This is an optimization exercise on Yosys and OpenROAD, whose aim is small area, not a production implementation.
Only simulation tests tie the RTL to the original design; equivalence was not proved.
No driver is modelled on the clock port, so clocking that relies on it looks cheaper here than on a real chip.
Power figures rest on the tool's default switching activity, not on a simulated workload.

== tundra ==
Design rets_dgim, start of the top module:
module rets_dgim (
    input  logic        clk,
    input  logic        rst,           
    input  logic        cmd_valid,
    input  logic [31:0] cmd,
    input  logic [31:0] cmd_data,
    input  logic        tick,
    input  logic [15:0] gpio_in,       
    output logic        rsp_valid,
    output logic [3:0]  rsp_status,
    output logic [63:0] rsp_value,
    output logic        cb_valid,
    output logic [7:0]  cb_id,
    output logic        cb_is_gpio,
    output logic [3:0]  cb_port,
    output logic [3:0]  cb_index,
    output logic [15:0] gpio_out,
    output logic [15:0] gpio_oe,
    output logic [15:0] gpio_pull_en
);
Size: ~1200 flip-flops, ~55000 µm² of cells after synthesis.
Settings: LEC_CHECK=0, CAP_MARGIN=10, CORE_MARGIN=2, CORE_UTILIZATION=60, PLACE_DENSITY=0.7, SLEW_MARGIN=10; clock period 20.0 ns.
standard.sh (not shown) runs the stock make flow with config.mk's settings and CLKGATE_MAP_FILE= SYNTH_SCRIPT=/design/flow/synth_recipe.tcl, a recipe that flattens the netlist after the stock synthesis.
==> flow/flow/run.sh <==
#!/bin/bash
# Layout flow: the standard layout (standard.sh), with these changes in how it is made:
#   - synthesis maps the logic with an area-oriented ABC script (flow/abc_area.script);
#     everything else in synthesis, including the register mapping, is the standard one;
#   - ports are buffered with sky130_fd_sc_hd__buf_1;
#   - clock tree synthesis builds the tree from small clock buffers with small sink clusters
#     and no dummy loads; if the clock-pin slew of that tree (estimated from placement) is
#     high, it is built again with smaller clusters, and at last with the standard settings.
# Each step's output goes to a run_*.log file here; ORFS's own logs are under orfs/logs.
set -euo pipefail
W=$(pwd)
R="$W/orfs/results/sky130hd/rets_dgim/base"
rm -rf "$W/scripts_area"
mkdir -p "$W/scripts_area"
cp -r "$FLOW_HOME/scripts/." "$W/scripts_area/"
cp "$W/flow/abc_area.script" "$W/scripts_area/abc_area.script"
bash "$W/standard.sh" SCRIPTS_DIR="$W/scripts_area" ABC_AREA=1 synth > "$W/run_synth.log" 2>&1

PB="BUFFER_PORTS_ARGS=-buffer_cell sky130_fd_sc_hd__buf_1"
bash "$W/standard.sh" "$PB" place > "$W/run_place.log" 2>&1

C4=sky130_fd_sc_hd__clkbuf_4
BASE="-sink_clustering_enable -repair_clock_nets"
TRIES=(
  "$BASE -dont_use_dummy_load -buf_list $C4 -sink_clustering_size 10 -sink_clustering_max_diameter 40"
  "$BASE -dont_use_dummy_load -buf_list $C4 -sink_clustering_size 9 -sink_clustering_max_diameter 35"
  "$BASE -dont_use_dummy_load -buf_list $C4 -sink_clustering_size 8 -sink_clustering_max_diameter 30"
  "$BASE -dont_use_dummy_load"
)
CHOSEN=""
i=0
for args in "${TRIES[@]}"; do
  i=$((i + 1))
  rm -f "$R"/4_*
  bash "$W/standard.sh" "$PB" "CTS_ARGS=$args" cts > "$W/run_cts_$i.log" 2>&1
  RES="$R" openroad -no_init -exit "$W/flow/slew.tcl" > "$W/run_slew_$i.log" 2>&1 || true
  s=$(sed -n 's/^MAXSLEW //p' "$W/run_slew_$i.log" | tail -1)
  CHOSEN="$args"
  if [[ -n "$s" ]] && awk -v s="$s" 'BEGIN { exit !(s < 0.116) }'; then
    break
  fi
done
echo "clock tree: $CHOSEN" > "$W/run_cts_chosen.log"
bash "$W/standard.sh" "$PB" "CTS_ARGS=$CHOSEN" finish > "$W/run_layout.log" 2>&1
Other scripts of this flow, unchanged in this note and not shown: flow/flow/abc_area.script, flow/flow/slew.tcl
tundra: PASS, flow complete, no timing, DRC or antenna violations
Changes in garnet relative to tundra:
# tundra
export LEC_CHECK = 0
export CAP_MARGIN = 10
export CORE_MARGIN = 2
export CORE_UTILIZATION = 60
export PLACE_DENSITY = 0.7
export SLEW_MARGIN = 10
create_clock -name core_clock -period 20.0 [get_ports {clk}]
# garnet
export LEC_CHECK = 0
export CAP_MARGIN = 10
export CORE_MARGIN = 2
export CORE_UTILIZATION = 50
export SLEW_MARGIN = 10
create_clock -name core_clock -period 20.0 [get_ports {clk}]
diff --git a/flow/flow/run.sh b/flow/flow/run.sh
--- a/flow/flow/run.sh
+++ b/flow/flow/run.sh
@@ -4,4 +4,5 @@
 #     everything else in synthesis, including the register mapping, is the standard one;
 #   - ports are buffered with sky130_fd_sc_hd__buf_1;
+#   - after global routing, gates on paths with positive slack are downsized (RECOVER_POWER);
 #   - clock tree synthesis builds the tree from small clock buffers with small sink clusters
 #     and no dummy loads; if the clock-pin slew of that tree (estimated from placement) is
@@ -37,8 +38,8 @@
   s=$(sed -n 's/^MAXSLEW //p' "$W/run_slew_$i.log" | tail -1)
   CHOSEN="$args"
-  if [[ -n "$s" ]] && awk -v s="$s" 'BEGIN { exit !(s < 0.116) }'; then
+  if [[ -n "$s" ]] && awk -v s="$s" 'BEGIN { exit !(s < 0.114) }'; then
     break
   fi
 done
 echo "clock tree: $CHOSEN" > "$W/run_cts_chosen.log"
-bash "$W/standard.sh" "$PB" "CTS_ARGS=$CHOSEN" finish > "$W/run_layout.log" 2>&1
+bash "$W/standard.sh" "$PB" "CTS_ARGS=$CHOSEN" RECOVER_POWER=100 finish > "$W/run_layout.log" 2>&1
Notes after the runs:
The final report for garnet shows a completed flow and a layout that fails verification, specifically max-capacitance violations, max-slew violations.
Of garnet and tundra, it is garnet that has the higher non-clock buffer count.
Changes observed in garnet relative to tundra: overall power after layout moved up; switching component of the power moved up.
What xenon does differently from garnet at the input level:
diff --git a/flow/flow/run.sh b/flow/flow/run.sh
--- a/flow/flow/run.sh
+++ b/flow/flow/run.sh
@@ -4,5 +4,4 @@
 #     everything else in synthesis, including the register mapping, is the standard one;
 #   - ports are buffered with sky130_fd_sc_hd__buf_1;
-#   - after global routing, gates on paths with positive slack are downsized (RECOVER_POWER);
 #   - clock tree synthesis builds the tree from small clock buffers with small sink clusters
 #     and no dummy loads; if the clock-pin slew of that tree (estimated from placement) is
@@ -38,8 +37,8 @@
   s=$(sed -n 's/^MAXSLEW //p' "$W/run_slew_$i.log" | tail -1)
   CHOSEN="$args"
-  if [[ -n "$s" ]] && awk -v s="$s" 'BEGIN { exit !(s < 0.114) }'; then
+  if [[ -n "$s" ]] && awk -v s="$s" 'BEGIN { exit !(s < 0.116) }'; then
     break
   fi
 done
 echo "clock tree: $CHOSEN" > "$W/run_cts_chosen.log"
-bash "$W/standard.sh" "$PB" "CTS_ARGS=$CHOSEN" RECOVER_POWER=100 finish > "$W/run_layout.log" 2>&1
+bash "$W/standard.sh" "$PB" "CTS_ARGS=$CHOSEN" finish > "$W/run_layout.log" 2>&1
## What came out
xenon closes out successfully: all stages finished, all timing, DRC and antenna checks passed.
Highest ir drop seen on vdd (xenon over garnet): increase, 1.1 µV
The total non-filler cell area in the finished layout of xenon is higher than that of garnet.
On areal power density over the cells: between xenon and garnet, it ends up lower for xenon.
Number of synthesized register bits of xenon is on par with garnet.
Clock-buffer cell count: garnet vs xenon identical
From garnet to xenon, flip-flop and latch count did not move at all.
Taking garnet as the reference, in xenon total power of the final layout has remained practically unchanged; number of vias after detailed routing has remained practically unchanged.
### xenon -> willow
diff --git a/flow/flow/run.sh b/flow/flow/run.sh
--- a/flow/flow/run.sh
+++ b/flow/flow/run.sh
@@ -1,6 +1,8 @@
 #!/bin/bash
 # Layout flow: the standard layout (standard.sh), with these changes in how it is made:
-#   - synthesis maps the logic with an area-oriented ABC script (flow/abc_area.script);
-#     everything else in synthesis, including the register mapping, is the standard one;
+#   - synthesis maps the logic with an area-oriented ABC script (flow/abc_area.script),
+#     leaves adders and carry chains to ABC (no full/half-adder cells, no Kogge-Stone
+#     carry map); everything else in synthesis, including the register mapping, is the
+#     standard one;
 #   - ports are buffered with sky130_fd_sc_hd__buf_1;
 #   - clock tree synthesis builds the tree from small clock buffers with small sink clusters
@@ -15,5 +17,6 @@
 cp -r "$FLOW_HOME/scripts/." "$W/scripts_area/"
 cp "$W/flow/abc_area.script" "$W/scripts_area/abc_area.script"
-bash "$W/standard.sh" SCRIPTS_DIR="$W/scripts_area" ABC_AREA=1 synth > "$W/run_synth.log" 2>&1
+bash "$W/standard.sh" SCRIPTS_DIR="$W/scripts_area" ABC_AREA=1 ADDER_MAP_FILE= \
+  "SYNTH_OPERATIONS_ARGS=-nofsm" synth > "$W/run_synth.log" 2>&1
 
 PB="BUFFER_PORTS_ARGS=-buffer_cell sky130_fd_sc_hd__buf_1"
@@ -37,5 +40,5 @@
   s=$(sed -n 's/^MAXSLEW //p' "$W/run_slew_$i.log" | tail -1)
   CHOSEN="$args"
-  if [[ -n "$s" ]] && awk -v s="$s" 'BEGIN { exit !(s < 0.116) }'; then
+  if [[ -n "$s" ]] && awk -v s="$s" 'BEGIN { exit !(s < 0.114) }'; then
     break
   fi
Notes after the runs:
Compare willow and xenon | net switching share of the total power lower: willow. Looking at the reports, willow completed the entire flow and the layout it produced met the timing, design-rule and antenna checks. As far as level count of the clock H-tree goes, xenon and willow are indistinguishable; the numbers are identical. Peak supply drop in willow is 3.1% below xenon.
The following lists how pepper was set up differently from willow:
# willow
export LEC_CHECK = 0
export CAP_MARGIN = 10
export CORE_MARGIN = 2
export CORE_UTILIZATION = 50
export SLEW_MARGIN = 10
create_clock -name core_clock -period 20.0 [get_ports {clk}]
# pepper
export LEC_CHECK = 0
export CAP_MARGIN = 10
export CORE_MARGIN = 2
export CORE_UTILIZATION = 60
export PLACE_DENSITY = 0.7
export SLEW_MARGIN = 10
create_clock -name core_clock -period 20.0 [get_ports {clk}]
[summary]
| final standard cell area without fillers | lower: pepper |. Lower power among pepper and willow: pepper. pepper completed end to end with timing, DRC and antenna clean. pepper vs willow, number of clock-tree buffers in the layout went down by about 6%.

[static timing again, ports no longer ideal]
The results above use ideal ports. As a check the final layouts listed here were re-extracted and re-timed, cells and wires unchanged. Step 1 assumes that a clkbuf_16 drives the clock port and a buf_2 every other input. Step 2 adds t to the input delays and takes it off the output delays; t is the mean of the earliest and latest rising clock arrival at the registers after step 1. Input paths then give back, and output paths get back, about the clock's delay inside the block. Three values: ideal, step 1, step 2; two values: the first two.
run | t, ns | slack for setup (ns) | worst slew at a driven data input, ns
tundra | 1.240 | 8.376 / 8.376 / 7.823 | 0.05
garnet | 1.224 | 5.053 / 5.021 / 3.798 | 0.09
xenon | 1.237 | 8.552 / 8.552 / 7.743 | 0.09
willow | 1.215 | 6.852 / 6.852 / 6.852 | 0.07
pepper | 1.181 | 7.442 / 7.442 / 7.442 | 0.08
The setup slack of garnet, which loses most, moves by -0.032 ns with the drivers and by -1.255 ns with both steps.
